From an optimization exercise on the open Yosys and OpenROAD flow, aimed at small area; shortcuts taken in it are not production practice. Only simulation tests tie the RTL to the original design; equivalence was not proved. Power and IR drop assume default switching activity.

===== flow/design.v =====
module ws_core (
    input  wire       clk,
    input  wire       rst,           
    input  wire [2:0] pins,          
    input  wire       adc_eoc,
    input  wire [7:0] adc_drl,
    input  wire [7:0] adc_drh,
    output reg        adc_ch,
    output reg        adc_en,
    output wire       adc_start,
    input  wire       exec,          
    input  wire [2:0] cmd,           
    input  wire       cur_clr,       
    input  wire       cur_adv,       
    input  wire [2:0] bitidx,        
    output wire       txbit,
    output wire       host_ready
);
    localparam [1:0] M_FF    = 2'd0;
    localparam [1:0] M_SMALL = 2'd1;
    localparam [1:0] M_AA    = 2'd2;
    localparam [1:0] M_DATA  = 2'd3;
    localparam [13:0] T_INIT = 14'h00b7;
    localparam [13:0] T_MASK = 14'h2abf;
    reg  [2:0]  sync1, sync2, port, snap;
    reg         data_ready, running;
    reg  [13:0] timer;
    reg  [1:0]  start_seq;
    reg  [15:0] rain, wind;
    reg  [9:0]  uv, dir;
    reg         reset_code;
    reg  [1:0]  mode;
    reg  [7:0]  t0, t1, t2, t3, t5, t7;
    reg  [1:0]  t4, t6;
    reg  [3:0]  cursor;
    wire c1 = exec && cmd == 3'd1;
    wire c2 = exec && cmd == 3'd2;
    wire c3 = exec && cmd == 3'd3;
    wire c4 = exec && cmd == 3'd4;
    wire c5 = exec && cmd == 3'd5;
    wire rtc_fall  = snap[0] && !port[0];
    wire rain_rise = !snap[1] && port[1];
    wire wind_rise = !snap[2] && port[2];
    wire cs     = c2 || rtc_fall;                  
    wire expire = running && ((timer & T_MASK) == 14'd0);
    wire en_i   = cs || adc_en;
    wire ch_i   = !cs && adc_ch;
    wire done   = adc_eoc && en_i;
    wire [9:0] adc_value = {adc_drh[1:0], adc_drl};
    wire snap_en = c3 && data_ready;
    always @(posedge clk) begin
        sync1 <= pins;
        sync2 <= sync1;
        port  <= sync2;
        snap  <= rst ? sync2 : port;
    end
    always @(posedge clk) begin
        timer <= cs ? T_INIT : {timer[12:0], timer[13] ^ timer[12]};
        wind  <= (cs ? 16'd0 : wind) + {15'd0, wind_rise && (cs || running)};
        if (snap_en) begin
            t0[7:1] <= rain[15:9];
            t1 <= rain[7:0];
            t2 <= wind[15:8];
            t3 <= wind[7:0];
            t4 <= dir[9:8];
            t5 <= dir[7:0];
            t6 <= uv[9:8];
            t7 <= uv[7:0];
        end
        if (snap_en)
            t0[0] <= rain[8];
        else if (c1)
            t0[0] <= reset_code;
        else if (c4)
            t0[0] <= data_ready;
        if (cur_clr)
            cursor <= 4'd0;
        else if (cur_adv && !cursor[3])
            cursor <= cursor + 4'd1;
    end
    always @(posedge clk) begin
        if (rst) begin
            data_ready <= 1'b0;
            running    <= 1'b0;
            start_seq  <= 2'd0;
            adc_ch     <= 1'b0;
            adc_en     <= 1'b0;
            rain       <= 16'd0;
            uv         <= 10'd0;
            dir        <= 10'd0;
            reset_code <= 1'b1;
            mode       <= M_FF;
        end else begin
            if (cs) begin
                data_ready <= 1'b0;
                running    <= 1'b1;
            end else if (expire) begin
                data_ready <= 1'b1;
                running    <= 1'b0;
            end
            adc_ch <= done || ch_i;
            adc_en <= done ? !ch_i : en_i;
            if (cs || (done && !ch_i))
                start_seq <= 2'd3;
            else if (start_seq != 2'd0)
                start_seq <= start_seq - 2'd1;
            if (done && !ch_i)
                uv <= adc_value;
            if (done && ch_i)
                dir <= adc_value;
            rain <= (c5 ? 16'd0 : rain) + {15'd0, rain_rise};
            if (c1)
                reset_code <= 1'b0;
            if (exec)
                mode <= c3 ? (data_ready ? M_DATA : M_AA) :
                        (c1 || c4) ? M_SMALL : M_FF;
        end
    end
    reg [7:0] dbyte;
    always @* begin
        case (cursor[2:0])
            3'd0: dbyte = t0;
            3'd1: dbyte = t1;
            3'd2: dbyte = t2;
            3'd3: dbyte = t3;
            3'd4: dbyte = {6'd0, t4};
            3'd5: dbyte = t5;
            3'd6: dbyte = {6'd0, t6};
            default: dbyte = t7;
        endcase
    end
    reg tb;
    always @* begin
        if (cursor[3])
            tb = 1'b1;
        else case (mode)
            M_DATA:  tb = dbyte[bitidx];
            M_AA:    tb = bitidx[0];
            M_SMALL: tb = (cursor[2:0] == 3'd0) ? (bitidx == 3'd0 && t0[0]) : 1'b1;
            default: tb = 1'b1;
        endcase
    end
    assign txbit = tb;
    assign adc_start  = start_seq[0];
    assign host_ready = data_ready;
endmodule
module ws_i2c #(
    parameter [6:0] I2C_ADDR = 7'h50
) (
    input  wire       clk,
    input  wire       rst,           
    input  wire [2:0] pins,
    input  wire       adc_eoc,
    input  wire [7:0] adc_drl,
    input  wire [7:0] adc_drh,
    output wire       adc_ch,
    output wire       adc_en,
    output wire       adc_start,
    input  wire       scl,           
    input  wire       sda,           
    output wire       sda_oe,        
    output wire       host_ready
);
    localparam [2:0] S_IDLE  = 3'd0;
    localparam [2:0] S_ADDR  = 3'd4;
    localparam [2:0] S_RX    = 3'd5;
    localparam [2:0] S_ACK   = 3'd2;
    localparam [2:0] S_MACK  = 3'd3;
    localparam [2:0] S_TX    = 3'd6;
    localparam [2:0] S_LOAD1 = 3'd1;
    localparam [2:0] S_LOAD2 = 3'd7;
    reg        scl_s1, scl_s2, scl_q;
    reg        sda_s1, sda_s2, sda_q;
    reg  [2:0] state;
    reg  [3:0] bitcnt;
    reg        pfx;          
    reg  [2:0] sh;           
    reg        srx;          
    reg        taken;        
    reg  [2:0] cmd;          
    reg        pend1, pend2;
    wire       txbit;
    wire start_det = scl_s2 && scl_q && sda_q && !sda_s2;
    wire stop_det  = scl_s2 && scl_q && !sda_q && sda_s2;
    wire scl_rise  = scl_s2 && !scl_q;
    wire scl_fall  = !scl_s2 && scl_q;
    wire in_addr   = (state == S_ADDR);
    wire in_rx     = (state == S_RX);
    wire in_tx     = (state == S_TX);
    wire shifting  = in_addr || in_rx;
    wire mid_byte  = (shifting && (bitcnt[3] || bitcnt[2] || bitcnt[1])) ||
                     (in_tx && (bitcnt != 4'd0));
    wire bit8      = bitcnt[3];
    wire match     = pfx && !sh[2] && !sh[1];
    wire addr_ev   = scl_fall && !start_det && !stop_det && in_addr && bit8;
    wire write_ev  = scl_fall && !start_det && !stop_det && in_rx && bit8;
    wire tx_end    = scl_fall && !start_det && !stop_det && in_tx && (bitcnt[2:0] == 3'd7);
    wire exp_bit   = in_addr && (bitcnt[2:0] == 3'd0 || bitcnt[2:0] == 3'd2);
    wire pfx_cmp   = bitcnt[3] || (bitcnt[2] && (bitcnt[1] || bitcnt[0])) || (sda_s2 == exp_bit);
    always @(posedge clk) begin
        scl_s1 <= scl;
        scl_s2 <= scl_s1;
        scl_q  <= scl_s2;
        sda_s1 <= sda;
        sda_s2 <= sda_s1;
        sda_q  <= sda_s2;
    end
    always @(posedge clk) begin
        if (rst) begin
            state <= S_IDLE;
        end else if (start_det) begin
            state  <= S_ADDR;
            bitcnt <= 4'd0;
        end else if (stop_det) begin
            state  <= S_IDLE;
        end else if (scl_rise) begin
            if (shifting || state == S_MACK) begin
                sh     <= {sh[1:0], sda_s2};
                pfx    <= (pfx || bitcnt == 4'd0) && pfx_cmp;
                bitcnt <= bitcnt + 4'd1;
            end
        end else if (scl_fall) begin
            case (state)
                S_ADDR: if (bit8) state <= match ? S_ACK : S_IDLE;
                S_RX:   if (bit8) state <= S_ACK;
                S_ACK: begin
                    bitcnt <= 4'd0;
                    state  <= srx ? S_RX : S_LOAD1;
                end
                S_TX: begin
                    bitcnt <= bitcnt + 4'd1;
                    if (bitcnt[2:0] == 3'd7)
                        state <= S_MACK;
                end
                S_MACK: begin
                    bitcnt <= 4'd0;
                    state  <= sh[0] ? S_IDLE : S_LOAD1;
                end
                default: ;
            endcase
        end else if (state == S_LOAD1) begin
            state <= S_LOAD2;
        end else if (state == S_LOAD2) begin
            state <= S_TX;
        end
    end
    always @(posedge clk) begin
        if (rst) begin
            srx   <= 1'b0;
            cmd   <= 3'd0;
            pend1 <= 1'b0;
            pend2 <= 1'b0;
        end else begin
            pend1 <= stop_det && !mid_byte && srx;
            pend2 <= pend1;
            if (start_det ? mid_byte : stop_det)
                srx <= 1'b0;
            else if (addr_ev)
                srx <= match && !sh[0];
            if (addr_ev)
                taken <= 1'b0;
            if (write_ev) begin
                taken <= 1'b1;
                if (!taken)
                    cmd <= pfx ? sh : 3'd0;
            end
        end
    end
    assign sda_oe = (state == S_ACK) || (in_tx && !txbit);
    ws_core core (
        .clk(clk), .rst(rst), .pins(pins),
        .adc_eoc(adc_eoc), .adc_drl(adc_drl), .adc_drh(adc_drh),
        .adc_ch(adc_ch), .adc_en(adc_en), .adc_start(adc_start),
        .exec(pend2), .cmd(cmd),
        .cur_clr(addr_ev), .cur_adv(tx_end), .bitidx(~bitcnt[2:0]),
        .txbit(txbit),
        .host_ready(host_ready)
    );
endmodule

===== flow/run.sh =====
#!/bin/bash
# synth_recipe.tcl (not shown) runs the flow's synth.tcl, then flattens the netlist and writes it again
# the make line also repeats each setting of config.mk as NAME=value (left out here)
make -C /OpenROAD-flow-scripts/flow DESIGN_CONFIG=/design/flow/config.mk WORK_HOME=/design/flow/orfs CLKGATE_MAP_FILE= SYNTH_SCRIPT=/design/flow/synth_recipe.tcl finish

===== flow/config.mk =====
export PLATFORM = sky130hd
export DESIGN_NAME = ws_i2c
export DESIGN_NICKNAME = ws_i2c
export VERILOG_FILES = /design/flow/design.v
export SDC_FILE = /design/flow/constraint.sdc
export NUM_CORES = 4
export LEC_CHECK = 0
export CAP_MARGIN = 20
export CORE_MARGIN = 2
export CORE_UTILIZATION = 65
export CTS_BUF_LIST = sky130_fd_sc_hd__clkbuf_4 sky130_fd_sc_hd__clkbuf_8
export CTS_CLUSTER_DIAMETER = 60
export CTS_CLUSTER_SIZE = 30
export SLEW_MARGIN = 20

===== flow/constraint.sdc =====
create_clock -name core_clock -period 10.0 [get_ports {clk}]
set_input_delay 2.0000 -clock core_clock [delete_from_list [all_inputs] [get_ports {clk}]]
set_output_delay 2.0000 -clock core_clock [all_outputs]
set_load 0.01 [all_outputs]

==> report_table.html, run 1 <==
<table>
<tr><th>Metric</th><th>Value</th></tr>
<tr><th colspan="2">Timing</th></tr>
<tr><td>Smallest setup slack after layout</td><td>4470 ps</td></tr>
<tr><td>Setup TNS</td><td>0 ps</td></tr>
<tr><td>Setup repair after global routing missed its margin</td><td>no</td></tr>
<tr><td>Final-report max-slew violation count</td><td>0</td></tr>
<tr><td>Post-layout min period</td><td>5530 ps</td></tr>
<tr><td>Post-Route Skew</td><td>9.94 ps</td></tr>
<tr><td>Final-report setup violation count</td><td>0</td></tr>
<tr><td>Tightest Pin Transition</td><td>896 ps</td></tr>
<tr><td>Share of the cycle needed by the critical path after routing</td><td>0.553</td></tr>
<tr><td>Worst slew slack as a fraction of its limit</td><td>0.402</td></tr>
<tr><td>FMAX</td><td>0.181 GHz</td></tr>
<tr><td>Final Hold Violating Endpoints</td><td>0</td></tr>
<tr><th colspan="2">Yosys</th></tr>
<tr><td>Post-synthesis net count</td><td>645</td></tr>
<tr><td>Gate Count Post-Synth</td><td>608</td></tr>
<tr><td>Synth top area share</td><td>0.319</td></tr>
<tr><td>Number of flops mapped to enable cells by yosys</td><td>61</td></tr>
<tr><td>Synth Register Bits</td><td>167</td></tr>
<tr><td>Synthesized cell area</td><td>6660 um^2</td></tr>
<tr><td>Flip-flop cell with the highest count after synthesis</td><td>dfxtp_1</td></tr>
<tr><td>Number of library cell types mapped by synthesis</td><td>67</td></tr>
<tr><td>Post-synthesis sequential area ratio</td><td>0.594</td></tr>
<tr><td>Fraction of synthesis flops using an asynchronous set or reset pin</td><td>0</td></tr>
<tr><td>Number of synthesis warnings</td><td>2</td></tr>
<tr><td>Library cell with the highest instance count after synthesis</td><td>dfxtp_1</td></tr>
<tr><td>Mean cell area of the mapped netlist</td><td>11.0 um^2</td></tr>
<tr><td>Ranking of synthesized cells by area</td><td>dfxtp_1, edfxtp_1, nor2_1</td></tr>
<tr><td>List of most frequent post-synthesis cells</td><td>dfxtp_1, edfxtp_1, nor2_1, nand2_1, a21oi_1</td></tr>
<tr><td>Cell type with the largest total area after synthesis</td><td>dfxtp_1</td></tr>
<tr><th colspan="2">Pwr</th></tr>
<tr><td>Power per standard cell area</td><td>174 nW/um^2</td></tr>
<tr><td>Design internal power</td><td>992 uW</td></tr>
<tr><td>Portion of total power attributed to sequential cells</td><td>0.580</td></tr>
<tr><td>Worst-case vdd ir drop</td><td>151 uV</td></tr>
<tr><td>Clk pwr share</td><td>0.373</td></tr>
<tr><td>Switching Share</td><td>0.221</td></tr>
<tr><td>Combinational share of power</td><td>0.047</td></tr>
<tr><td>Leakage</td><td>0.00261 uW</td></tr>
<tr><td>Switching power of the nets</td><td>281 uW</td></tr>
<tr><th colspan="2">Floorplan</th></tr>
<tr><td>Core Rows</td><td>36</td></tr>
<tr><td>I/O pins</td><td>29</td></tr>
<tr><td>Total core area</td><td>9860 um^2</td></tr>
<tr><td>Die boundary height</td><td>105 um</td></tr>
<tr><td>Horiz. Die Dim</td><td>105 um</td></tr>
<tr><td>Effective utilization at floorplan</td><td>0.675</td></tr>
<tr><td>Die area</td><td>11100 um^2</td></tr>
<tr><th colspan="2">Hold path</th></tr>
<tr><td>Hold endpoint</td><td>scl_s2$_DFF_P_</td></tr>
<tr><td>Class of the worst hold path</td><td>reg -&gt; reg</td></tr>
<tr><td>Cells on Worst Hold Path</td><td>0</td></tr>
<tr><td>Origin of the worst min-delay path</td><td>scl_s1$_DFF_P_</td></tr>
<tr><th colspan="2">Routing</th></tr>
<tr><td>Residual antenna-violating net count after detailed routing</td><td>0</td></tr>
<tr><td>Vias post-DR</td><td>4520</td></tr>
<tr><td>Ratio of routed vias to standard cells</td><td>5.86</td></tr>
<tr><td>Post-route met1 wirelength</td><td>5740 um</td></tr>
<tr><td>Total detailed-routing wirelength</td><td>12800 um</td></tr>
<tr><td>Count of routing violations after the opening detailed-route iteration</td><td>264</td></tr>
<tr><td>Met2 WL post-DR</td><td>6000 um</td></tr>
<tr><td>Detailed-route DRC error count</td><td>0</td></tr>
<tr><td>Routed length on met3</td><td>815 um</td></tr>
<tr><td>Drt pass-1 iters</td><td>5</td></tr>
<tr><td>Final routed wire length divided by cell count</td><td>16.6 um</td></tr>
<tr><td>Highest routed layer</td><td>met4</td></tr>
<tr><th colspan="2">Placement</th></tr>
<tr><td>Worst-case setup slack after placement</td><td>5000 ps</td></tr>
<tr><td>Total instance count after detailed placement</td><td>739</td></tr>
<tr><td>Detailed placer's ending HPWL</td><td>8610 um</td></tr>
<tr><td>Gpl congestion</td><td>0.906</td></tr>
<tr><td>Quantity of I/O buffers inserted on ports</td><td>22</td></tr>
<tr><th colspan="2">Global routing</th></tr>
<tr><td>Grt total ovfl</td><td>0</td></tr>
<tr><td>GRT Util Overall</td><td>0.250</td></tr>
<tr><td>Initial antenna violation count</td><td>0</td></tr>
<tr><td>Via count of the first global-routing pass</td><td>4253</td></tr>
<tr><td>First-pass GRT wire length</td><td>21200 um</td></tr>
<tr><td>Maximum number of pins on one net before global-route repair</td><td>52</td></tr>
<tr><th colspan="2">Clock tree</th></tr>
<tr><td>Number of H-tree levels</td><td>4</td></tr>
<tr><td>Post-CTS Hold Buffers</td><td>0</td></tr>
<tr><td>Worst-case clock buffer depth</td><td>2</td></tr>
<tr><td>Clock transition at the register clock pins on the worst setup and hold paths after CTS</td><td>80 ps</td></tr>
<tr><td>Post_cts resized</td><td>0</td></tr>
<tr><td>CTS tree</td><td>yes</td></tr>
<tr><td>Insertion delay to the later sink of the worst-skew pair</td><td>460 ps</td></tr>
<tr><td>TritonCTS buffer count</td><td>17</td></tr>
<tr><td>Total number of clock tree sinks</td><td>167</td></tr>
<tr><td>Root buffer cell</td><td>clkbuf_8</td></tr>
<tr><td>Setup Fix Bufs, Post-CTS</td><td>0</td></tr>
<tr><th colspan="2">Critical path</th></tr>
<tr><td>Worst reg2reg path startpoint</td><td>core.snap[0]$_DFF_P_</td></tr>
<tr><td>Critical setup path kind</td><td>reg -&gt; out</td></tr>
<tr><td>Setup slack on the worst flop-to-flop path</td><td>7220 ps</td></tr>
<tr><td>Data arrival time of the worst path</td><td>3530 ps</td></tr>
<tr><td>Top Family by Delay on Critical Path</td><td>flip-flops</td></tr>
<tr><td>Slowest stage cell on the critical path</td><td>dfxtp_1</td></tr>
<tr><td>Ordered list of cells on the worst path</td><td>inv_2 &gt; ha_1 &gt; or4_4 &gt; o21ai_0 &gt; o22ai_1 &gt; o22a_1 &gt; nand2_1 &gt; clkdlybuf4s50_1</td></tr>
<tr><td>Required @ worst endpoint</td><td>8000 ps</td></tr>
<tr><td>CP peak stage delay</td><td>910 ps</td></tr>
<tr><td>Critical path capture point type</td><td>output pin</td></tr>
<tr><td>R2R depth</td><td>10</td></tr>
<tr><td>Worst r2r dst</td><td>core.wind[14]$_DFF_P_</td></tr>
<tr><td>Startpoint type of the worst setup path</td><td>flop</td></tr>
<tr><td>Largest fanout of any net on the critical path</td><td>20</td></tr>
<tr><td>Worst path bufs/invs</td><td>2</td></tr>
<tr><th colspan="2">Cells and area</th></tr>
<tr><td>Non-Filler Instances</td><td>771</td></tr>
<tr><td>Fraction of final layout cells sized beyond drive strength 1</td><td>0.0893</td></tr>
<tr><td>Post-layout util</td><td>0.743</td></tr>
<tr><td>Area growth from synthesis to layout</td><td>10.0%</td></tr>
<tr><td># nets final</td><td>662</td></tr>
<tr><td>Number of inserted diodes</td><td>0</td></tr>
<tr><th colspan="2">Status</th></tr>
<tr><td>Result of the run</td><td>complete, no violations</td></tr>
<tr><th colspan="2">Run</th></tr>
<tr><td>Count of maximum capacitance violations</td><td>0</td></tr>
</table>
[worst reg2reg max path: cells and delay by family, from the launching register on]
kind	cells	cell delay, ps
DFF	1	340
adders and majority gates	2	420
and+or+nand+nor	5	1110
buffers and inverters	1	50
AOI/OAI and AO/OA	2	790
[stage by stage]
stage | instance area (um^2) | power [uW] | hold WS [ps]
6_report | 7330 | 1270 | 331
5_1_grt | 7330 | 1320 | 337
4_1_cts | 7320 | 1280 | 331
3_5_place_dp | 6930 | 814 | 312
3_3_place_gp | 6930 | 810 | 310
2_1_floorplan | 6660 | 792 | 310
[sequential cells by signal (all words and copies together), names as in the netlist, 4 cells and up]
| signal | flops |
|---|---|
| core.rain | 16 |
| core.wind | 16 |
| core.timer | 14 |
| core.dir | 10 |
| core.uv | 10 |
| core.t0 | 8 |
| core.t1 | 8 |
| core.t2 | 8 |
| core.t3 | 8 |
| core.t5 | 8 |
| core.t7 | 8 |
| bitcnt | 4 |
| core.cursor | 4 |
[cell usage in the layout (no fill, tap or decap), types with 4 or more instances in the layout]
cell and instances:
o21ai_0 11, nand4_1 7, clkbuf_8 18, nand3_1 22, o22ai_1 5, ha_1 13, mux2i_1 17, and2_1 15
nor3_1 4, nand2b_1 9, nor2b_1 18, nor2_1 61, clkdlybuf4s50_1 21, xnor2_1 9, o21ai_2 4, o21ai_1 10
xor2_1 18, dfxtp_1 106, a21oi_1 34, a211oi_1 5, mux2_2 4, nand2_1 56, inv_1 14, edfxtp_1 61
a22oi_1 11, a221oi_1 6, and3_1 6, or3_1 6
[per-layer routing]
layer  vias to the layer above  track usage
li1                       2201            -
met1                      2142        0.340
met2                       158        0.386
met3                        19       0.0662
met4                         0       0.0971
met5                         -            0
[power by group through the flow]
stage               combinational [uW]  clock [uW]  sequential (uW)
floorplan                         42.4           0              749
global placement                  57.6           0              753
detailed placement                60.6           0              754
CTS                               61.3         482              738
global route                      67.6         511              742
finish                            60.3         474              738
[layout make-up]
cell class | instances | area [um^2]
sequential | 167 | 3950
fill | 678 | 2540
multi-input combinational | 399 | 2520
clock buffer | 21 | 270
timing repair buffer | 24 | 230
tap | 133 | 166
clock inverter | 11 | 123
inverter | 16 | 60.1
[kinds of logic after synthesis]
family,synth area share
and+or+nand+nor,0.178
DFF,0.594
AOI/OAI and AO/OA,0.108
buffers and inverters,0.0282
xor gates and xnor gates,0.0355
muxes,0.0323
adders and majority gates,0.0244
[worst max-delay path by stage]
| stage | from | endpoint | slack [ps] | depth (start not counted) |
|---|---|---|---|---|
| final | core.cursor[2]$_SDFFE_PP0P_ | sda_oe | 4470 | 8 |
| after global routing | core.cursor[2]$_SDFFE_PP0P_ | sda_oe | 4270 | 8 |
| after CTS | core.cursor[2]$_SDFFE_PP0P_ | sda_oe | 4470 | 8 |
| after detailed placement | core.cursor[2]$_SDFFE_PP0P_ | sda_oe | 5000 | 8 |
| after global placement | core.cursor[2]$_SDFFE_PP0P_ | sda_oe | 5010 | 8 |
| after floorplan | core.cursor[2]$_SDFFE_PP0P_ | sda_oe | 5980 | 10 |
==> inputs of run 2 (changes only) <==
--- a/flow/config.mk
+++ b/flow/config.mk
@@ -9,6 +9,6 @@
 export CORE_MARGIN = 2
-export CORE_UTILIZATION = 65
-export CTS_BUF_LIST = sky130_fd_sc_hd__clkbuf_4 sky130_fd_sc_hd__clkbuf_8
-export CTS_CLUSTER_DIAMETER = 60
-export CTS_CLUSTER_SIZE = 30
+export CORE_UTILIZATION = 40
+export CTS_BUF_LIST = sky130_fd_sc_hd__clkbuf_8
+export CTS_CLUSTER_DIAMETER = 100
+export CTS_CLUSTER_SIZE = 50
 export SLEW_MARGIN = 20
==> run 2 against run 1 <==
  * Final area grew 2.0%
  * Critical path type unchanged
  * Still clean
  * Synthesized cell count stayed put
  * Clock power up 4.9%
  * Critical endpoint unchanged
  * Largest cell class unchanged
  * Clock-buffer cell count shrank 4
  * Setup slack better by 29 ps
  * Total power grew 1.8%
  * Clock skew increased by 2.0 ps
  * Worst hold slack improved by 2.2 ps
  * Critical path depth unchanged
  * Area after synthesis did not move
  * Die area is 60% higher
  * Register-to-register slack worse by 80 ps
==> report_table.html, run 2 <==
<table>
<tr><th>Metric</th><th>Value</th></tr>
<tr><th colspan="2">Clock tree</th></tr>
<tr><td>Total number of clock tree sinks</td><td>167</td></tr>
<tr><td>CTS tree</td><td>yes</td></tr>
<tr><td>Post-CTS Hold Buffers</td><td>0</td></tr>
<tr><td>Post_cts resized</td><td>0</td></tr>
<tr><td>Setup Fix Bufs, Post-CTS</td><td>0</td></tr>
<tr><td>Number of H-tree levels</td><td>4</td></tr>
<tr><td>Insertion delay to the later sink of the worst-skew pair</td><td>450 ps</td></tr>
<tr><td>TritonCTS buffer count</td><td>17</td></tr>
<tr><td>Root buffer cell</td><td>clkbuf_8</td></tr>
<tr><td>Worst-case clock buffer depth</td><td>2</td></tr>
<tr><td>Clock transition at the register clock pins on the worst setup and hold paths after CTS</td><td>100 ps</td></tr>
<tr><th colspan="2">Placement</th></tr>
<tr><td>Detailed placer's ending HPWL</td><td>9160 um</td></tr>
<tr><td>Total instance count after detailed placement</td><td>826</td></tr>
<tr><td>Quantity of I/O buffers inserted on ports</td><td>22</td></tr>
<tr><td>Gpl congestion</td><td>0.790</td></tr>
<tr><th colspan="2">Yosys</th></tr>
<tr><td>Post-synthesis sequential area ratio</td><td>0.594</td></tr>
<tr><td>Gate Count Post-Synth</td><td>608</td></tr>
<tr><td>Cell type with the largest total area after synthesis</td><td>dfxtp_1</td></tr>
<tr><td>Ranking of synthesized cells by area</td><td>dfxtp_1, edfxtp_1, nor2_1</td></tr>
<tr><td>Post-synthesis net count</td><td>645</td></tr>
<tr><td>Library cell with the highest instance count after synthesis</td><td>dfxtp_1</td></tr>
<tr><td>Number of flops mapped to enable cells by yosys</td><td>61</td></tr>
<tr><td>Number of synthesis warnings</td><td>2</td></tr>
<tr><td>Mean cell area of the mapped netlist</td><td>11.0 um^2</td></tr>
<tr><td>List of most frequent post-synthesis cells</td><td>dfxtp_1, edfxtp_1, nor2_1, nand2_1, a21oi_1</td></tr>
<tr><td>Synth top area share</td><td>0.319</td></tr>
<tr><td>Fraction of synthesis flops using an asynchronous set or reset pin</td><td>0</td></tr>
<tr><td>Number of library cell types mapped by synthesis</td><td>67</td></tr>
<tr><td>Flip-flop cell with the highest count after synthesis</td><td>dfxtp_1</td></tr>
<tr><td>Synthesized cell area</td><td>6660 um^2</td></tr>
<tr><td>Synth Register Bits</td><td>167</td></tr>
<tr><th colspan="2">Cells and area</th></tr>
<tr><td>Fraction of final layout cells sized beyond drive strength 1</td><td>0.0925</td></tr>
<tr><td>Largest regs</td><td>core.rain: 16 flops, core.wind: 16 flops, core.timer: 14 flops</td></tr>
<tr><td>Most frequent cells in the layout</td><td>dfxtp_1, nor2_1, edfxtp_1</td></tr>
<tr><td>Non-Filler Instances</td><td>858</td></tr>
<tr><td>Most common library cell in the layout ignoring fill and taps</td><td>dfxtp_1</td></tr>
<tr><td># nets final</td><td>662</td></tr>
<tr><td>Number of inserted diodes</td><td>0</td></tr>
<tr><td>Area growth from synthesis to layout</td><td>12.2%</td></tr>
<tr><th colspan="2">Pwr</th></tr>
<tr><td>Leakage</td><td>0.00262 uW</td></tr>
<tr><td>Worst-case vdd ir drop</td><td>145 uV</td></tr>
<tr><td>Post-layout total power</td><td>1300 uW</td></tr>
<tr><td>Power per standard cell area</td><td>173 nW/um^2</td></tr>
<tr><th colspan="2">Critical path</th></tr>
<tr><td>Largest fanout of any net on the critical path</td><td>20</td></tr>
<tr><td>Data arrival time of the worst path</td><td>3510 ps</td></tr>
<tr><td>Startpoint type of the worst setup path</td><td>flop</td></tr>
<tr><td>Required @ worst endpoint</td><td>8000 ps</td></tr>
<tr><td>Critical setup path kind</td><td>reg -&gt; out</td></tr>
<tr><td>Critical path capture point type</td><td>output pin</td></tr>
<tr><th colspan="2">Floorplan</th></tr>
<tr><td>Effective utilization at floorplan</td><td>0.406</td></tr>
<tr><td>Core Rows</td><td>47</td></tr>
<tr><td>I/O pins</td><td>29</td></tr>
<tr><td>Horiz. Die Dim</td><td>133 um</td></tr>
<tr><td>Die area</td><td>17700 um^2</td></tr>
<tr><td>Die boundary height</td><td>133 um</td></tr>
<tr><td>Total core area</td><td>16400 um^2</td></tr>
<tr><th colspan="2">Routing</th></tr>
<tr><td>Detailed-route DRC error count</td><td>0</td></tr>
<tr><td>Residual antenna-violating net count after detailed routing</td><td>0</td></tr>
<tr><td>Total detailed-routing wirelength</td><td>13000 um</td></tr>
<tr><td>Ratio of routed vias to standard cells</td><td>5.12</td></tr>
<tr><td>Final routed wire length divided by cell count</td><td>15.1 um</td></tr>
<tr><td>Vias post-DR</td><td>4390</td></tr>
<tr><td>Count of routing violations after the opening detailed-route iteration</td><td>195</td></tr>
<tr><td>Drt pass-1 iters</td><td>4</td></tr>
<tr><th colspan="2">Global routing</th></tr>
<tr><td>First-pass GRT wire length</td><td>21800 um</td></tr>
<tr><td>Grt total ovfl</td><td>0</td></tr>
<tr><td>GRT Util Overall</td><td>0.156</td></tr>
<tr><td>Initial antenna violation count</td><td>0</td></tr>
<tr><td>Via count of the first global-routing pass</td><td>4346</td></tr>
<tr><td>Maximum number of pins on one net before global-route repair</td><td>52</td></tr>
<tr><th colspan="2">Timing</th></tr>
<tr><td>Final-report max-slew violation count</td><td>0</td></tr>
<tr><td>Final-report setup violation count</td><td>0</td></tr>
<tr><td>Final Hold Violating Endpoints</td><td>0</td></tr>
<tr><td>Setup TNS</td><td>0 ps</td></tr>
<tr><td>Share of the cycle needed by the critical path after routing</td><td>0.551</td></tr>
<tr><td>Post-layout min period</td><td>5510 ps</td></tr>
<tr><td>Tightest Pin Transition</td><td>918 ps</td></tr>
<tr><td>Worst slew slack as a fraction of its limit</td><td>0.388</td></tr>
<tr><td>Setup repair after global routing missed its margin</td><td>no</td></tr>
<tr><td>Worst Hold Margin</td><td>333 ps</td></tr>
<tr><td>FMAX</td><td>0.182 GHz</td></tr>
<tr><td>Post-Route Skew</td><td>12.0 ps</td></tr>
<tr><th colspan="2">Status</th></tr>
<tr><td>Result of the run</td><td>complete, no violations</td></tr>
<tr><th colspan="2">Hold path</th></tr>
<tr><td>Class of the worst hold path</td><td>reg -&gt; reg</td></tr>
<tr><th colspan="2">Run</th></tr>
<tr><td>Count of maximum capacitance violations</td><td>0</td></tr>
</table>
## run 2: worst paths after layout
check / from / end / slack, ps / cells past startpoint
worst max-delay path: core.cursor[2]$_SDFFE_PP0P_ / sda_oe / 4490 / 8
worst min-delay path: scl_s1$_DFF_P_ / scl_s2$_DFF_P_ / 330 / 0
worst max register to register: cmd[1]$_SDFFE_PP0P_ / core.wind[14]$_DFF_P_ / 7140 / 10
worst min register to register: scl_s1$_DFF_P_ / scl_s2$_DFF_P_ / 330 / 0
## run 2: final cells by class
type | instances | area (um^2)
fill | 1519 | 8930
clock inverter | 15 | 196
tap | 220 | 275
clock buffer | 17 | 234
multi-input combinational | 399 | 2520
sequential | 167 | 3950
inverter | 16 | 60.1
timing repair buffer | 24 | 230
## run 2: per-stage QoR
stage / util / cell area (um^2) / setup slack (ps)
global route: 0.456 / 7470 / 4220
detailed placement: 0.429 / 7040 / 4960
global placement: 0.429 / 7040 / 4970
floorplan: - / 6660 / 5980
CTS: 0.455 / 7470 / 4440
finish: 0.456 / 7470 / 4490
## run 2: power by group
part	leakage [uW]	switching, uW	total [uW]	internal (uW)
Sequential	0.00140	14.2	738	724
Clock	0.000214	299	497	198
Combinational	0.000999	29.6	60.3	30.7
Total	0.00262	343	1300	953
## run 2: routing by layer
layer,GRT usage,wire length [um]
met5,0,0
met4,0.0430,140
met3,0.0398,347
met2,0.268,6450
met1,0.196,6060
## run 2: logic make-up (layout without fill, tap and decap cells)
kind of cell / after synthesis / count (layout) / share of synthesized area
xor gates and xnor gates: 27 / 27 / 0.0355
and+or+nand+nor: 229 / 229 / 0.178
DFF: 167 / 167 / 0.594
adders and majority gates: 13 / 13 / 0.0244
buffers and inverters: 42 / 72 / 0.0282
AOI/OAI and AO/OA: 109 / 109 / 0.108
muxes: 21 / 21 / 0.0323
## run 2: critical path, stage by stage, from the launching register on
cell and delay, ps:
dfxtp_1 900, inv_2 80, ha_1 360, or4_4 610
o221ai_2 200, o2111a_1 220, o21ai_1 60, nand2_1 100
clkdlybuf4s50_1 540
==> inputs of run 3 (changes only) <==
--- a/flow/config.mk
+++ b/flow/config.mk
@@ -10,5 +10,2 @@
 export CORE_UTILIZATION = 40
-export CTS_BUF_LIST = sky130_fd_sc_hd__clkbuf_8
-export CTS_CLUSTER_DIAMETER = 100
-export CTS_CLUSTER_SIZE = 50
 export SLEW_MARGIN = 20
==> run 3 against run 2 <==
  * Wire length rose by 0.43%
  * Worst hold slack lost 6.6 ps
  * Sequential power about the same
  * Critical endpoint unchanged
  * Via count increased by 0.16%
  * Setup slack better by 45 ps
  * Area after synthesis did not move
==> report_table.html, run 3 <==
<table>
<tr><th>Metric</th><th>Value</th></tr>
<tr><th colspan="2">Critical path</th></tr>
<tr><td>CP peak stage delay</td><td>880 ps</td></tr>
<tr><td>Slowest stage cell on the critical path</td><td>dfxtp_1</td></tr>
<tr><td>Largest fanout of any net on the critical path</td><td>20</td></tr>
<tr><td>Startpoint type of the worst setup path</td><td>flop</td></tr>
<tr><td>Required @ worst endpoint</td><td>8000 ps</td></tr>
<tr><td>Ordered list of cells on the worst path</td><td>inv_2 &gt; ha_1 &gt; or4_4 &gt; o221ai_2 &gt; o2111a_1 &gt; o21ai_1 &gt; nand2_1 &gt; clkdlybuf4s50_1</td></tr>
<tr><td>Data arrival time of the worst path</td><td>3460 ps</td></tr>
<tr><td>Top Family by Delay on Critical Path</td><td>flip-flops</td></tr>
<tr><td>Critical setup path kind</td><td>reg -&gt; out</td></tr>
<tr><td>Worst path bufs/invs</td><td>2</td></tr>
<tr><td>Crit path from</td><td>core.cursor[2]$_SDFFE_PP0P_</td></tr>
<tr><td>Worst reg2reg path startpoint</td><td>cmd[1]$_SDFFE_PP0P_</td></tr>
<tr><td>Critical path capture point type</td><td>output pin</td></tr>
<tr><th colspan="2">Clock tree</th></tr>
<tr><td>Total number of clock tree sinks</td><td>167</td></tr>
<tr><td>Post_cts resized</td><td>0</td></tr>
<tr><td>Post-CTS Hold Buffers</td><td>0</td></tr>
<tr><td>Root buffer cell</td><td>clkbuf_16</td></tr>
<tr><td>Insertion delay to the later sink of the worst-skew pair</td><td>430 ps</td></tr>
<tr><td>Number of H-tree levels</td><td>4</td></tr>
<tr><td>Worst-case clock buffer depth</td><td>2</td></tr>
<tr><td>Clock transition at the register clock pins on the worst setup and hold paths after CTS</td><td>70 ps</td></tr>
<tr><td>TritonCTS buffer count</td><td>17</td></tr>
<tr><td>Setup Fix Bufs, Post-CTS</td><td>0</td></tr>
<tr><td>CTS tree</td><td>yes</td></tr>
<tr><th colspan="2">Placement</th></tr>
<tr><td>Cell area after placement</td><td>7040 um^2</td></tr>
<tr><td>Gpl congestion</td><td>0.790</td></tr>
<tr><td>Total instance count after detailed placement</td><td>826</td></tr>
<tr><td>Quantity of I/O buffers inserted on ports</td><td>22</td></tr>
<tr><td>Worst-case setup slack after placement</td><td>4960 ps</td></tr>
<tr><td>Detailed placer's ending HPWL</td><td>9160 um</td></tr>
<tr><th colspan="2">Pwr</th></tr>
<tr><td>Power per standard cell area</td><td>191 nW/um^2</td></tr>
<tr><td>Portion of total power attributed to sequential cells</td><td>0.505</td></tr>
<tr><td>Post-layout total power</td><td>1460 uW</td></tr>
<tr><td>Clk pwr share</td><td>0.454</td></tr>
<tr><td>Design internal power</td><td>1100 uW</td></tr>
<tr><td>Combinational share of power</td><td>0.041</td></tr>
<tr><td>Leakage</td><td>0.00270 uW</td></tr>
<tr><td>Worst-case vdd ir drop</td><td>124 uV</td></tr>
<tr><td>Switching power of the nets</td><td>363 uW</td></tr>
<tr><td>Switching Share</td><td>0.248</td></tr>
<tr><th colspan="2">Cells and area</th></tr>
<tr><td>Finished layout cell area</td><td>7670 um^2</td></tr>
<tr><td>Filler Cells Inserted</td><td>1506</td></tr>
<tr><td>Fraction of final layout cells sized beyond drive strength 1</td><td>0.0925</td></tr>
<tr><td>Largest regs</td><td>core.rain: 16 flops, core.wind: 16 flops, core.timer: 14 flops</td></tr>
<tr><td>Area growth from synthesis to layout</td><td>15.1%</td></tr>
<tr><td>Most frequent cells in the layout</td><td>dfxtp_1, nor2_1, edfxtp_1</td></tr>
<tr><td>Non-Filler Instances</td><td>858</td></tr>
<tr><td>Number of inserted diodes</td><td>0</td></tr>
<tr><td># nets final</td><td>662</td></tr>
<tr><td>Most common library cell in the layout ignoring fill and taps</td><td>dfxtp_1</td></tr>
<tr><th colspan="2">Timing</th></tr>
<tr><td>Final-report setup violation count</td><td>0</td></tr>
<tr><td>Setup TNS</td><td>0 ps</td></tr>
<tr><td>Post-layout min period</td><td>5460 ps</td></tr>
<tr><td>Worst slew slack as a fraction of its limit</td><td>0.379</td></tr>
<tr><td>Post-Route Skew</td><td>10.6 ps</td></tr>
<tr><td>Smallest setup slack after layout</td><td>4540 ps</td></tr>
<tr><td>FMAX</td><td>0.183 GHz</td></tr>
<tr><td>Final-report max-slew violation count</td><td>0</td></tr>
<tr><td>Tightest Pin Transition</td><td>931 ps</td></tr>
<tr><td>Final Hold Violating Endpoints</td><td>0</td></tr>
<tr><td>Share of the cycle needed by the critical path after routing</td><td>0.546</td></tr>
<tr><td>Setup repair after global routing missed its margin</td><td>no</td></tr>
<tr><th colspan="2">Yosys</th></tr>
<tr><td>Mean cell area of the mapped netlist</td><td>11.0 um^2</td></tr>
<tr><td>Number of synthesis warnings</td><td>2</td></tr>
<tr><td>Post-synthesis sequential area ratio</td><td>0.594</td></tr>
<tr><td>Number of library cell types mapped by synthesis</td><td>67</td></tr>
<tr><td>Cell type with the largest total area after synthesis</td><td>dfxtp_1</td></tr>
<tr><td>Number of flops mapped to enable cells by yosys</td><td>61</td></tr>
<tr><td>Fraction of synthesis flops using an asynchronous set or reset pin</td><td>0</td></tr>
<tr><td>Gate Count Post-Synth</td><td>608</td></tr>
<tr><td>Flip-flop cell with the highest count after synthesis</td><td>dfxtp_1</td></tr>
<tr><td>List of most frequent post-synthesis cells</td><td>dfxtp_1, edfxtp_1, nor2_1, nand2_1, a21oi_1</td></tr>
<tr><td>Synthesized cell area</td><td>6660 um^2</td></tr>
<tr><td>Synth Register Bits</td><td>167</td></tr>
<tr><td>Library cell with the highest instance count after synthesis</td><td>dfxtp_1</td></tr>
<tr><td>Post-synthesis net count</td><td>645</td></tr>
<tr><td>Ranking of synthesized cells by area</td><td>dfxtp_1, edfxtp_1, nor2_1</td></tr>
<tr><td>Synth top area share</td><td>0.319</td></tr>
<tr><th colspan="2">Global routing</th></tr>
<tr><td>Met1 demand-to-capacity share in global routing</td><td>0.200</td></tr>
<tr><td>First-pass GRT wire length</td><td>21900 um</td></tr>
<tr><td>Met2 layer usage reported by global route</td><td>0.268</td></tr>
<tr><td>Most heavily used metal layer in global routing</td><td>met2</td></tr>
<tr><td>Grt total ovfl</td><td>0</td></tr>
<tr><td>Met3 layer usage reported by global route</td><td>0.0433</td></tr>
<tr><td>Maximum number of pins on one net before global-route repair</td><td>52</td></tr>
<tr><td>Initial antenna violation count</td><td>0</td></tr>
<tr><td>GRT Util Overall</td><td>0.159</td></tr>
<tr><td>Via count of the first global-routing pass</td><td>4355</td></tr>
<tr><th colspan="2">Floorplan</th></tr>
<tr><td>Horiz. Die Dim</td><td>133 um</td></tr>
<tr><td>Core Rows</td><td>47</td></tr>
<tr><td>Die area</td><td>17700 um^2</td></tr>
<tr><td>Effective utilization at floorplan</td><td>0.406</td></tr>
<tr><td>Total core area</td><td>16400 um^2</td></tr>
<tr><td>Die boundary height</td><td>133 um</td></tr>
<tr><td>I/O pins</td><td>29</td></tr>
<tr><th colspan="2">Routing</th></tr>
<tr><td>Ratio of routed vias to standard cells</td><td>5.12</td></tr>
<tr><td>Detailed-route DRC error count</td><td>0</td></tr>
<tr><td>Vias post-DR</td><td>4397</td></tr>
<tr><td>Drt pass-1 iters</td><td>4</td></tr>
<tr><td>Final routed wire length divided by cell count</td><td>15.2 um</td></tr>
<tr><td>Total detailed-routing wirelength</td><td>13000 um</td></tr>
<tr><td>Residual antenna-violating net count after detailed routing</td><td>0</td></tr>
<tr><td>Count of routing violations after the opening detailed-route iteration</td><td>173</td></tr>
<tr><th colspan="2">Status</th></tr>
<tr><td>Result of the run</td><td>complete, no violations</td></tr>
<tr><th colspan="2">Hold path</th></tr>
<tr><td>Class of the worst hold path</td><td>reg -&gt; reg</td></tr>
<tr><td>Origin of the worst min-delay path</td><td>scl_s1$_DFF_P_</td></tr>
<tr><th colspan="2">Run</th></tr>
<tr><td>Count of maximum capacitance violations</td><td>0</td></tr>
</table>
## run 3: path summary, 6_finish.rpt
path | to | slack, ps | cells after the start
hold / removal | scl_s2$_DFF_P_ | 330 | 0
hold reg to reg | scl_s2$_DFF_P_ | 330 | 0
setup / recovery | sda_oe | 4540 | 8
setup reg to reg | core.wind[14]$_DFF_P_ | 7120 | 10
## run 3: final cells by class
| type | instances | area (um^2) | area share |
|---|---|---|---|
| clock buffers | 17 | 425 | 0.0555 |
| clock inverters | 15 | 196 | 0.0256 |
| inverters | 16 | 60.1 | 0.00783 |
| multi-input cells | 399 | 2520 | 0.329 |
| flip-flops and latches | 167 | 3950 | 0.516 |
| well taps | 220 | 275 | 0.0359 |
| repair buffers | 24 | 230 | 0.0300 |
## run 3: power groups by stage
| stage | Sequential [uW] | Combinational, uW | Clock, uW |
|---|---|---|---|
| 6_report | 739 | 60.6 | 664 |
| 5_1_grt | 742 | 68.1 | 706 |
| 4_1_cts | 739 | 61.2 | 675 |
| 3_5_place_dp | 754 | 60.8 | 0 |
| 3_3_place_gp | 753 | 58.5 | 0 |
| 2_1_floorplan | 749 | 42.4 | 0 |
## run 3: per-layer routing
| layer | routed length (um) | up-vias |
|---|---|---|
| met5 | 0 | - |
| met4 | 183 | 0 |
| met3 | 372 | 13 |
| met2 | 6430 | 67 |
| met1 | 6060 | 2123 |
| li1 | - | 2194 |
## run 3: through the flow
step | util | hold WS, ps
2_1_floorplan | - | 310
3_3_place_gp | 0.429 | 315
3_5_place_dp | 0.429 | 313
4_1_cts | 0.467 | 329
5_1_grt | 0.467 | 340
6_report | 0.467 | 327
## run 3: cell families after synthesis
family | share of synthesized area
simple gates | 0.178
flops | 0.594
compound gates | 0.108
buf+inv | 0.0282
xor+xnor | 0.0355
mux | 0.0323
fa+ha+maj | 0.0244
==> inputs of run 4 (changes only) <==
==> flow/flow/run.sh (new file) <==
#!/bin/bash
# Standard layout, with the port buffers as buf_1 and a clock tree without dummy loads.
set -euo pipefail
export BUFFER_PORTS_ARGS="-buffer_cell sky130_fd_sc_hd__buf_1"
export CTS_ARGS="-sink_clustering_enable -repair_clock_nets -dont_use_dummy_load"
bash standard.sh > standard.log 2>&1
==> flow/standard.sh (new file) <==
#!/bin/bash
# synth_recipe.tcl (not shown) runs the flow's synth.tcl, then flattens the netlist and writes it again
# the make line also repeats each setting of config.mk as NAME=value (left out here)
make -C /OpenROAD-flow-scripts/flow DESIGN_CONFIG=/design/flow/config.mk WORK_HOME=/design/flow/orfs CLKGATE_MAP_FILE= SYNTH_SCRIPT=/design/flow/synth_recipe.tcl "${@:-finish}"
removed: flow/run.sh
==> run 4 against run 3 <==
  * Die area unchanged
  * Core utilization down 2.0 points
  * Wire length down 1.3%
  * Largest cell class unchanged
  * Still clean
  * First-iteration DRC count up 29%
  * Clock power down 23%
  * Cell count down 1.6%
  * Non-clock buffer count up 1
==> report_table.html, run 4 <==
<table>
<tr><th>Metric</th><th>Value</th></tr>
<tr><th colspan="2">Status</th></tr>
<tr><td>Result of the run</td><td>complete, no violations</td></tr>
<tr><th colspan="2">Critical path</th></tr>
<tr><td>Crit path from</td><td>core.cursor[2]$_SDFFE_PP0P_</td></tr>
<tr><td>Critical setup path kind</td><td>reg -&gt; out</td></tr>
<tr><td>Ordered list of cells on the worst path</td><td>inv_2 &gt; ha_1 &gt; nor4_2 &gt; a221o_1 &gt; o22ai_1 &gt; o22ai_1 &gt; o22a_1 &gt; nand2_1 &gt; buf_1</td></tr>
<tr><td>Required @ worst endpoint</td><td>8000 ps</td></tr>
<tr><td>Largest fanout of any net on the critical path</td><td>20</td></tr>
<tr><td>Startpoint type of the worst setup path</td><td>flop</td></tr>
<tr><td>Critical path capture point type</td><td>output pin</td></tr>
<tr><td>Most used cell along the critical path</td><td>o22ai_1</td></tr>
<tr><td>Slowest stage cell on the critical path</td><td>dfxtp_1</td></tr>
<tr><td>Setup slack on the worst flop-to-flop path</td><td>7170 ps</td></tr>
<tr><td>Worst reg2reg path startpoint</td><td>cmd[1]$_SDFFE_PP0P_</td></tr>
<tr><td>CP peak stage delay</td><td>910 ps</td></tr>
<tr><td>Data arrival time of the worst path</td><td>3120 ps</td></tr>
<tr><th colspan="2">Clock tree</th></tr>
<tr><td>Total number of clock tree sinks</td><td>167</td></tr>
<tr><td>Worst-case clock buffer depth</td><td>2</td></tr>
<tr><td>Post-CTS Hold Buffers</td><td>0</td></tr>
<tr><td>Post_cts resized</td><td>0</td></tr>
<tr><td>Insertion delay to the later sink of the worst-skew pair</td><td>430 ps</td></tr>
<tr><td>Root buffer cell</td><td>clkbuf_16</td></tr>
<tr><td>CTS tree</td><td>yes</td></tr>
<tr><td>Setup Fix Bufs, Post-CTS</td><td>0</td></tr>
<tr><td>TritonCTS buffer count</td><td>17</td></tr>
<tr><td>Number of H-tree levels</td><td>4</td></tr>
<tr><td>Clock transition at the register clock pins on the worst setup and hold paths after CTS</td><td>60 ps</td></tr>
<tr><th colspan="2">Timing</th></tr>
<tr><td>Final-report setup violation count</td><td>0</td></tr>
<tr><td>Post-Route Skew</td><td>36.9 ps</td></tr>
<tr><td>FMAX</td><td>0.195 GHz</td></tr>
<tr><td>Final-report max-slew violation count</td><td>0</td></tr>
<tr><td>Setup TNS</td><td>0 ps</td></tr>
<tr><td>Tightest Pin Transition</td><td>908 ps</td></tr>
<tr><td>Worst slew slack as a fraction of its limit</td><td>0.394</td></tr>
<tr><td>Share of the cycle needed by the critical path after routing</td><td>0.512</td></tr>
<tr><td>Setup repair after global routing missed its margin</td><td>no</td></tr>
<tr><td>Post-layout min period</td><td>5120 ps</td></tr>
<tr><td>Worst Hold Margin</td><td>327 ps</td></tr>
<tr><td>Smallest setup slack after layout</td><td>4880 ps</td></tr>
<tr><td>Final Hold Violating Endpoints</td><td>0</td></tr>
<tr><th colspan="2">Routing</th></tr>
<tr><td>Detailed-route DRC error count</td><td>0</td></tr>
<tr><td>Ratio of routed vias to standard cells</td><td>5.19</td></tr>
<tr><td>Residual antenna-violating net count after detailed routing</td><td>0</td></tr>
<tr><td>Count of routing violations after the opening detailed-route iteration</td><td>223</td></tr>
<tr><td>Drt pass-1 iters</td><td>5</td></tr>
<tr><td>Final routed wire length divided by cell count</td><td>15.3 um</td></tr>
<tr><td>Total detailed-routing wirelength</td><td>12900 um</td></tr>
<tr><td>Vias post-DR</td><td>4381</td></tr>
<tr><th colspan="2">Global routing</th></tr>
<tr><td>Initial antenna violation count</td><td>0</td></tr>
<tr><td>Maximum number of pins on one net before global-route repair</td><td>52</td></tr>
<tr><td>Grt total ovfl</td><td>0</td></tr>
<tr><td>GRT Util Overall</td><td>0.156</td></tr>
<tr><td>First-pass GRT wire length</td><td>21600 um</td></tr>
<tr><td>Via count of the first global-routing pass</td><td>4404</td></tr>
<tr><th colspan="2">Hold path</th></tr>
<tr><td>Class of the worst hold path</td><td>reg -&gt; reg</td></tr>
<tr><td>Origin of the worst min-delay path</td><td>scl_s1$_DFF_P_</td></tr>
<tr><th colspan="2">Placement</th></tr>
<tr><td>Quantity of I/O buffers inserted on ports</td><td>22</td></tr>
<tr><td>Worst-case setup slack after placement</td><td>5340 ps</td></tr>
<tr><td>Gpl congestion</td><td>0.771</td></tr>
<tr><td>Total instance count after detailed placement</td><td>827</td></tr>
<tr><td>Detailed placer's ending HPWL</td><td>9150 um</td></tr>
<tr><th colspan="2">Pwr</th></tr>
<tr><td>Worst-case vdd ir drop</td><td>120 uV</td></tr>
<tr><td>Leakage</td><td>0.00256 uW</td></tr>
<tr><td>Post-layout total power</td><td>1310 uW</td></tr>
<tr><td>Power per standard cell area</td><td>178 nW/um^2</td></tr>
<tr><th colspan="2">Yosys</th></tr>
<tr><td>Synth Register Bits</td><td>167</td></tr>
<tr><td>Library cell with the highest instance count after synthesis</td><td>dfxtp_1</td></tr>
<tr><td>Synth top area share</td><td>0.319</td></tr>
<tr><td>List of most frequent post-synthesis cells</td><td>dfxtp_1, edfxtp_1, nor2_1, nand2_1, a21oi_1</td></tr>
<tr><td>Post-synthesis net count</td><td>645</td></tr>
<tr><td>Ranking of synthesized cells by area</td><td>dfxtp_1, edfxtp_1, nor2_1</td></tr>
<tr><td>Number of synthesis warnings</td><td>2</td></tr>
<tr><td>Synthesized cell area</td><td>6660 um^2</td></tr>
<tr><td>Flip-flop cell with the highest count after synthesis</td><td>dfxtp_1</td></tr>
<tr><td>Gate Count Post-Synth</td><td>608</td></tr>
<tr><td>Post-synthesis sequential area ratio</td><td>0.594</td></tr>
<tr><td>Cell type with the largest total area after synthesis</td><td>dfxtp_1</td></tr>
<tr><td>Fraction of synthesis flops using an asynchronous set or reset pin</td><td>0</td></tr>
<tr><td>Mean cell area of the mapped netlist</td><td>11.0 um^2</td></tr>
<tr><td>Number of library cell types mapped by synthesis</td><td>67</td></tr>
<tr><td>Number of flops mapped to enable cells by yosys</td><td>61</td></tr>
<tr><th colspan="2">Floorplan</th></tr>
<tr><td>Total core area</td><td>16400 um^2</td></tr>
<tr><td>Effective utilization at floorplan</td><td>0.406</td></tr>
<tr><td>Core Rows</td><td>47</td></tr>
<tr><td>Die boundary height</td><td>133 um</td></tr>
<tr><td>I/O pins</td><td>29</td></tr>
<tr><td>Die area</td><td>17700 um^2</td></tr>
<tr><td>Horiz. Die Dim</td><td>133 um</td></tr>
<tr><th colspan="2">Cells and area</th></tr>
<tr><td>Area growth from synthesis to layout</td><td>10.2%</td></tr>
<tr><td>Multi-input gate area in the final layout</td><td>2520 um^2</td></tr>
<tr><td>Largest regs</td><td>core.rain: 16 flops, core.wind: 16 flops, core.timer: 14 flops</td></tr>
<tr><td>Filler Cells Inserted</td><td>1509</td></tr>
<tr><td>Fraction of final layout cells sized beyond drive strength 1</td><td>0.0721</td></tr>
<tr><td>Number of inserted diodes</td><td>0</td></tr>
<tr><td>Area taken by flip-flops and latches</td><td>3950 um^2</td></tr>
<tr><td>Non-Filler Instances</td><td>844</td></tr>
<tr><td>Most common library cell in the layout ignoring fill and taps</td><td>dfxtp_1</td></tr>
<tr><td># nets final</td><td>663</td></tr>
<tr><td>Most frequent cells in the layout</td><td>dfxtp_1, nor2_1, edfxtp_1</td></tr>
<tr><th colspan="2">Run</th></tr>
<tr><td>Count of maximum capacitance violations</td><td>0</td></tr>
</table>
==> run 4: cell types whose count changed in the layout (fill, tap and decap cells not counted), moves of 2 or more <==
| cell | delta |
|---|---|
| clkinv_8 | -5 |
| inv_12 | -2 |
| buf_1 | +21 |
| inv_8 | -5 |
| clkinv_4 | -2 |
| clkdlybuf4s50_1 | -21 |
==> run 4: worst paths after layout <==
check                                        endpoint  cells past startpoint
worst max register to register  core.wind[14]$_DFF_P_                     10
worst min-delay path                   scl_s2$_DFF_P_                      0
worst max-delay path                           sda_oe                      9
worst min register to register         scl_s2$_DFF_P_                      0
==> run 4: report_power, final <==
group          leakage, uW  total, uW  internal (uW)  switching [uW]
combinational     0.000951       54.9           24.8            30.1
clock             0.000209        514            295             220
sequential         0.00140        740            726            14.4
total              0.00256       1310           1050             264
==> run 4: cells by family after synthesis <==
logic type               synth area share
XOR/XNOR                           0.0355
buffers and inverters              0.0282
multiplexers                       0.0323
adder cells (fa/ha/maj)            0.0244
AO/OA/AOI/OAI                       0.108
AND/OR/NAND/NOR                     0.178
flip-flops                          0.594
==> run 4: worst max-delay path, delay by kind of cell, from the launching register on <==
| kind | cells | cell delay [ps] |
|---|---|---|
| and+or+nand+nor | 2 | 620 |
| buffers and inverters | 2 | 210 |
| AOI/OAI and AO/OA | 4 | 610 |
| DFF | 1 | 910 |
| adders and majority gates | 1 | 350 |
==> run 4: per-layer routing <==
metal,share of wire,track usage,vias to the layer above,wire length (um)
met3,0.027,0.0349,27,346
li1,-,-,2180,-
met5,0,0,-,0
met2,0.49,0.258,54,6270
met4,0.032,0.0800,0,413
met1,0.45,0.191,2120,5840
==> run 4: stage by stage <==
| step | utilization | cell area, um^2 |
|---|---|---|
| 3_3_place_gp | 0.422 | 6920 |
| 2_1_floorplan | - | 6660 |
| 3_5_place_dp | 0.422 | 6920 |
| 4_1_cts | 0.447 | 7340 |
| 5_1_grt | 0.447 | 7340 |
| 6_report | 0.447 | 7340 |
==> run 4: area by class of cell <==
type,instances,area share
Clock buffer,17,0.0579
Tap cell,220,0.0375
Timing Repair Buffer,25,0.0145
Multi-Input combinational cell,399,0.343
Inverter,16,0.00818
Sequential cell,167,0.539
==> inputs of run 5 (changes only) <==
==> flow/flow/run.sh (replaced) <==
#!/bin/bash
# Standard layout, with the port buffers as buf_1 and a clock tree without dummy loads.
set -euo pipefail
export BUFFER_PORTS_ARGS="-buffer_cell sky130_fd_sc_hd__buf_1"
export CTS_ARGS="-sink_clustering_enable -repair_clock_nets -dont_use_dummy_load -buf_list sky130_fd_sc_hd__clkbuf_8 -sink_clustering_size 30 -sink_clustering_max_diameter 80"
bash standard.sh > standard.log 2>&1
==> run 5 against run 4 <==
  * Still clean
  * Fmax up 0.49%
  * Sequential power about the same
  * Clock-buffer cell count unchanged
  * Die area unchanged
  * Sequential cell count unchanged
  * Critical endpoint unchanged
==> report_table.html, run 5 <==
<table>
<tr><th>Metric</th><th>Value</th></tr>
<tr><th colspan="2">Critical path</th></tr>
<tr><td>R2R depth</td><td>10</td></tr>
<tr><td>Top Family by Delay on Critical Path</td><td>flip-flops</td></tr>
<tr><td>Required @ worst endpoint</td><td>8000 ps</td></tr>
<tr><td>CP Depth</td><td>9</td></tr>
<tr><td>Slowest stage cell on the critical path</td><td>dfxtp_1</td></tr>
<tr><td>Largest fanout of any net on the critical path</td><td>20</td></tr>
<tr><td>Startpoint type of the worst setup path</td><td>flop</td></tr>
<tr><td>Data arrival time of the worst path</td><td>3100 ps</td></tr>
<tr><td>Critical setup path kind</td><td>reg -&gt; out</td></tr>
<tr><td>Ordered list of cells on the worst path</td><td>inv_2 &gt; ha_1 &gt; or4_4 &gt; o21ai_0 &gt; a211oi_1 &gt; o22ai_1 &gt; o22a_1 &gt; nand2_1 &gt; buf_1</td></tr>
<tr><td>CP peak stage delay</td><td>910 ps</td></tr>
<tr><td>Critical path capture point type</td><td>output pin</td></tr>
<tr><td>Worst path bufs/invs</td><td>2</td></tr>
<tr><th colspan="2">Yosys</th></tr>
<tr><td>Flip-flop cell with the highest count after synthesis</td><td>dfxtp_1</td></tr>
<tr><td>Gate Count Post-Synth</td><td>608</td></tr>
<tr><td>Number of flops mapped to enable cells by yosys</td><td>61</td></tr>
<tr><td>Ranking of synthesized cells by area</td><td>dfxtp_1, edfxtp_1, nor2_1</td></tr>
<tr><td>Synthesized cell area</td><td>6660 um^2</td></tr>
<tr><td>Cell type with the largest total area after synthesis</td><td>dfxtp_1</td></tr>
<tr><td>Fraction of synthesis flops using an asynchronous set or reset pin</td><td>0</td></tr>
<tr><td>Post-synthesis net count</td><td>645</td></tr>
<tr><td>List of most frequent post-synthesis cells</td><td>dfxtp_1, edfxtp_1, nor2_1, nand2_1, a21oi_1</td></tr>
<tr><td>Library cell with the highest instance count after synthesis</td><td>dfxtp_1</td></tr>
<tr><td>Number of library cell types mapped by synthesis</td><td>67</td></tr>
<tr><td>Number of synthesis warnings</td><td>2</td></tr>
<tr><td>Synth top area share</td><td>0.319</td></tr>
<tr><td>Post-synthesis sequential area ratio</td><td>0.594</td></tr>
<tr><td>Mean cell area of the mapped netlist</td><td>11.0 um^2</td></tr>
<tr><td>Synth Register Bits</td><td>167</td></tr>
<tr><th colspan="2">Global routing</th></tr>
<tr><td>Met2 layer usage reported by global route</td><td>0.260</td></tr>
<tr><td>First-pass GRT wire length</td><td>21400 um</td></tr>
<tr><td>Met1 demand-to-capacity share in global routing</td><td>0.190</td></tr>
<tr><td>Met3 layer usage reported by global route</td><td>0.0337</td></tr>
<tr><td>Grt total ovfl</td><td>0</td></tr>
<tr><td>Initial antenna violation count</td><td>0</td></tr>
<tr><td>Maximum number of pins on one net before global-route repair</td><td>52</td></tr>
<tr><td>Most heavily used metal layer in global routing</td><td>met2</td></tr>
<tr><td>Via count of the first global-routing pass</td><td>4358</td></tr>
<tr><td>GRT Util Overall</td><td>0.155</td></tr>
<tr><th colspan="2">Pwr</th></tr>
<tr><td>Power per standard cell area</td><td>160 nW/um^2</td></tr>
<tr><td>Switching power of the nets</td><td>243 uW</td></tr>
<tr><td>Combinational share of power</td><td>0.048</td></tr>
<tr><td>Worst-case vdd ir drop</td><td>88.1 uV</td></tr>
<tr><td>Design internal power</td><td>899 uW</td></tr>
<tr><td>Leakage</td><td>0.00248 uW</td></tr>
<tr><td>Clk pwr share</td><td>0.305</td></tr>
<tr><td>Portion of total power attributed to sequential cells</td><td>0.647</td></tr>
<tr><td>Switching Share</td><td>0.213</td></tr>
<tr><td>Post-layout total power</td><td>1140 uW</td></tr>
<tr><th colspan="2">Clock tree</th></tr>
<tr><td>Post-CTS Hold Buffers</td><td>0</td></tr>
<tr><td>Worst-case clock buffer depth</td><td>2</td></tr>
<tr><td>Number of H-tree levels</td><td>4</td></tr>
<tr><td>Clock transition at the register clock pins on the worst setup and hold paths after CTS</td><td>80 ps</td></tr>
<tr><td>Total number of clock tree sinks</td><td>167</td></tr>
<tr><td>CTS tree</td><td>yes</td></tr>
<tr><td>Root buffer cell</td><td>clkbuf_8</td></tr>
<tr><td>TritonCTS buffer count</td><td>17</td></tr>
<tr><td>Insertion delay to the later sink of the worst-skew pair</td><td>470 ps</td></tr>
<tr><td>Setup Fix Bufs, Post-CTS</td><td>0</td></tr>
<tr><td>Post_cts resized</td><td>0</td></tr>
<tr><th colspan="2">Timing</th></tr>
<tr><td>Worst Hold Margin</td><td>332 ps</td></tr>
<tr><td>FMAX</td><td>0.196 GHz</td></tr>
<tr><td>Setup repair after global routing missed its margin</td><td>no</td></tr>
<tr><td>Smallest setup slack after layout</td><td>4900 ps</td></tr>
<tr><td>Final-report setup violation count</td><td>0</td></tr>
<tr><td>Tightest Pin Transition</td><td>923 ps</td></tr>
<tr><td>Post-Route Skew</td><td>51.7 ps</td></tr>
<tr><td>Final Hold Violating Endpoints</td><td>0</td></tr>
<tr><td>Setup TNS</td><td>0 ps</td></tr>
<tr><td>Worst slew slack as a fraction of its limit</td><td>0.385</td></tr>
<tr><td>Share of the cycle needed by the critical path after routing</td><td>0.510</td></tr>
<tr><td>Post-layout min period</td><td>5100 ps</td></tr>
<tr><td>Final-report max-slew violation count</td><td>0</td></tr>
<tr><th colspan="2">Routing</th></tr>
<tr><td>Vias post-DR</td><td>4362</td></tr>
<tr><td>Final routed wire length divided by cell count</td><td>15.1 um</td></tr>
<tr><td>Total detailed-routing wirelength</td><td>12800 um</td></tr>
<tr><td>Detailed-route DRC error count</td><td>0</td></tr>
<tr><td>Count of routing violations after the opening detailed-route iteration</td><td>245</td></tr>
<tr><td>Drt pass-1 iters</td><td>4</td></tr>
<tr><td>Residual antenna-violating net count after detailed routing</td><td>0</td></tr>
<tr><td>Ratio of routed vias to standard cells</td><td>5.17</td></tr>
<tr><th colspan="2">Floorplan</th></tr>
<tr><td>Horiz. Die Dim</td><td>133 um</td></tr>
<tr><td>I/O pins</td><td>29</td></tr>
<tr><td>Total core area</td><td>16400 um^2</td></tr>
<tr><td>Die area</td><td>17700 um^2</td></tr>
<tr><td>Core Rows</td><td>47</td></tr>
<tr><td>Effective utilization at floorplan</td><td>0.406</td></tr>
<tr><td>Die boundary height</td><td>133 um</td></tr>
<tr><th colspan="2">Cells and area</th></tr>
<tr><td>Multi-input gate area in the final layout</td><td>2520 um^2</td></tr>
<tr><td># nets final</td><td>663</td></tr>
<tr><td>Filler Cells Inserted</td><td>1540</td></tr>
<tr><td>Finished layout cell area</td><td>7150 um^2</td></tr>
<tr><td>Most frequent cells in the layout</td><td>dfxtp_1, nor2_1, edfxtp_1</td></tr>
<tr><td>Fraction of final layout cells sized beyond drive strength 1</td><td>0.0721</td></tr>
<tr><td>Area taken by flip-flops and latches</td><td>3950 um^2</td></tr>
<tr><td>Most common library cell in the layout ignoring fill and taps</td><td>dfxtp_1</td></tr>
<tr><td>Area growth from synthesis to layout</td><td>7.34%</td></tr>
<tr><td>Largest regs</td><td>core.rain: 16 flops, core.wind: 16 flops, core.timer: 14 flops</td></tr>
<tr><td>Number of inserted diodes</td><td>0</td></tr>
<tr><th colspan="2">Status</th></tr>
<tr><td>Result of the run</td><td>complete, no violations</td></tr>
<tr><th colspan="2">Placement</th></tr>
<tr><td>Detailed placer's ending HPWL</td><td>9150 um</td></tr>
<tr><td>Worst-case setup slack after placement</td><td>5340 ps</td></tr>
<tr><td>Gpl congestion</td><td>0.771</td></tr>
<tr><td>Quantity of I/O buffers inserted on ports</td><td>22</td></tr>
<tr><td>Cell area after placement</td><td>6920 um^2</td></tr>
<tr><th colspan="2">Hold path</th></tr>
<tr><td>Class of the worst hold path</td><td>reg -&gt; reg</td></tr>
<tr><td>Cells on Worst Hold Path</td><td>0</td></tr>
<tr><th colspan="2">Run</th></tr>
<tr><td>Count of maximum capacitance violations</td><td>0</td></tr>
</table>
-- run 5: changes by cell type in the layout (fill, tap and decap cells not counted) --
| cell | before | now |
|---|---|---|
| clkbuf_16 | 17 | 0 |
| clkbuf_8 | 0 | 17 |
-- run 5: cells by family (layout without fill, tap and decap cells) --
group	after synthesis	after routing	synth area share
AO/OA/AOI/OAI	109	109	0.108
XOR/XNOR	27	27	0.0355
adder cells (fa/ha/maj)	13	13	0.0244
buffers and inverters	42	58	0.0282
flip-flops	167	167	0.594
multiplexers	21	21	0.0323
AND/OR/NAND/NOR	229	229	0.178
-- run 5: worst paths after layout --
path | from | end | slack [ps]
worst min register to register | scl_s1$_DFF_P_ | scl_s2$_DFF_P_ | 330
worst min-delay path | scl_s1$_DFF_P_ | scl_s2$_DFF_P_ | 330
worst max-delay path | core.cursor[2]$_SDFFE_PP0P_ | sda_oe | 4900
worst max register to register | cmd[1]$_SDFFE_PP0P_ | core.wind[14]$_DFF_P_ | 7140
-- run 5: layout make-up --
class                   instances  area share
flip-flops and latches        167       0.553
multi-input cells             399       0.353
well taps                     220      0.0385
clock buffers                  17      0.0327
repair buffers                 25      0.0149
inverters                      16     0.00840
-- run 5: worst register-to-register path, stage by stage (launching register included) --
cell	delay [ps]
dfxtp_1	470
nand4bb_1	250
o21ai_2	390
nor2_1	120
nor3b_1	230
ha_1	220
ha_1	190
and2_1	300
nand4_1	160
or3_1	320
a21oi_1	140
-- run 5: power by group through the flow --
stage               logic [uW]  registers, uW  clock network (uW)
finish                    54.9            739                 349
global route              63.9            742                 386
CTS                       56.1            739                 363
detailed placement        55.6            755                   0
global placement          52.3            753                   0
floorplan                 42.4            749                   0
-- run 5: per-stage QoR --
step	utilization	instances
5_1_grt	0.436	844
3_5_place_dp	0.422	827
2_1_floorplan	-	608
6_report	0.436	844
3_3_place_gp	0.422	827
4_1_cts	0.436	844
-- run 5: layer usage --
layer / vias to the layer above / part of all wire
met5: - / 0
met4: 0 / 0.028
met3: 24 / 0.026
met2: 55 / 0.49
met1: 2108 / 0.45
li1: 2175 / -

==> what the ideal ports hide <==
The results above use ideal ports. As a check the final layouts listed here were re-extracted and re-timed, cells and wires unchanged. Step 1 sets driving cells, clkbuf_16 on the clock port and buf_2 on the other inputs (assumed; they add their load-dependent delay and slew). Step 2 moves the port delays by t, midway between the first and last clock arrival at a register: inputs arrive t later, outputs are due t later. That takes back most of the time a late clock gives input paths. Three values: ideal, step 1, step 2; two values: the first two.
| run | t (ns) | slack for setup (ns) | worst setup path after step 2 | slew at the worst register clock pin (ns) | pins driven straight from the clock port |
|---|---|---|---|---|---|
| run 1 | 0.491 | 4.466 / 4.432 / 4.923 | register to output | 0.09 / 0.09 | 1 |
| run 2 | 0.477 | 4.494 / 4.458 / 4.936 | register to output | 0.11 / 0.11 | 1 |
| run 3 | 0.465 | 4.540 / 4.499 / 4.964 | register to output | 0.08 / 0.08 | 1 |
| run 4 | 0.459 | 4.880 / 4.833 / 5.292 | register to output | 0.08 / 0.08 | 1 |
| run 5 | 0.479 | 4.905 / 4.867 / 5.345 | register to output | 0.11 / 0.11 | 1 |
After both steps setup and hold are still met in every run listed.
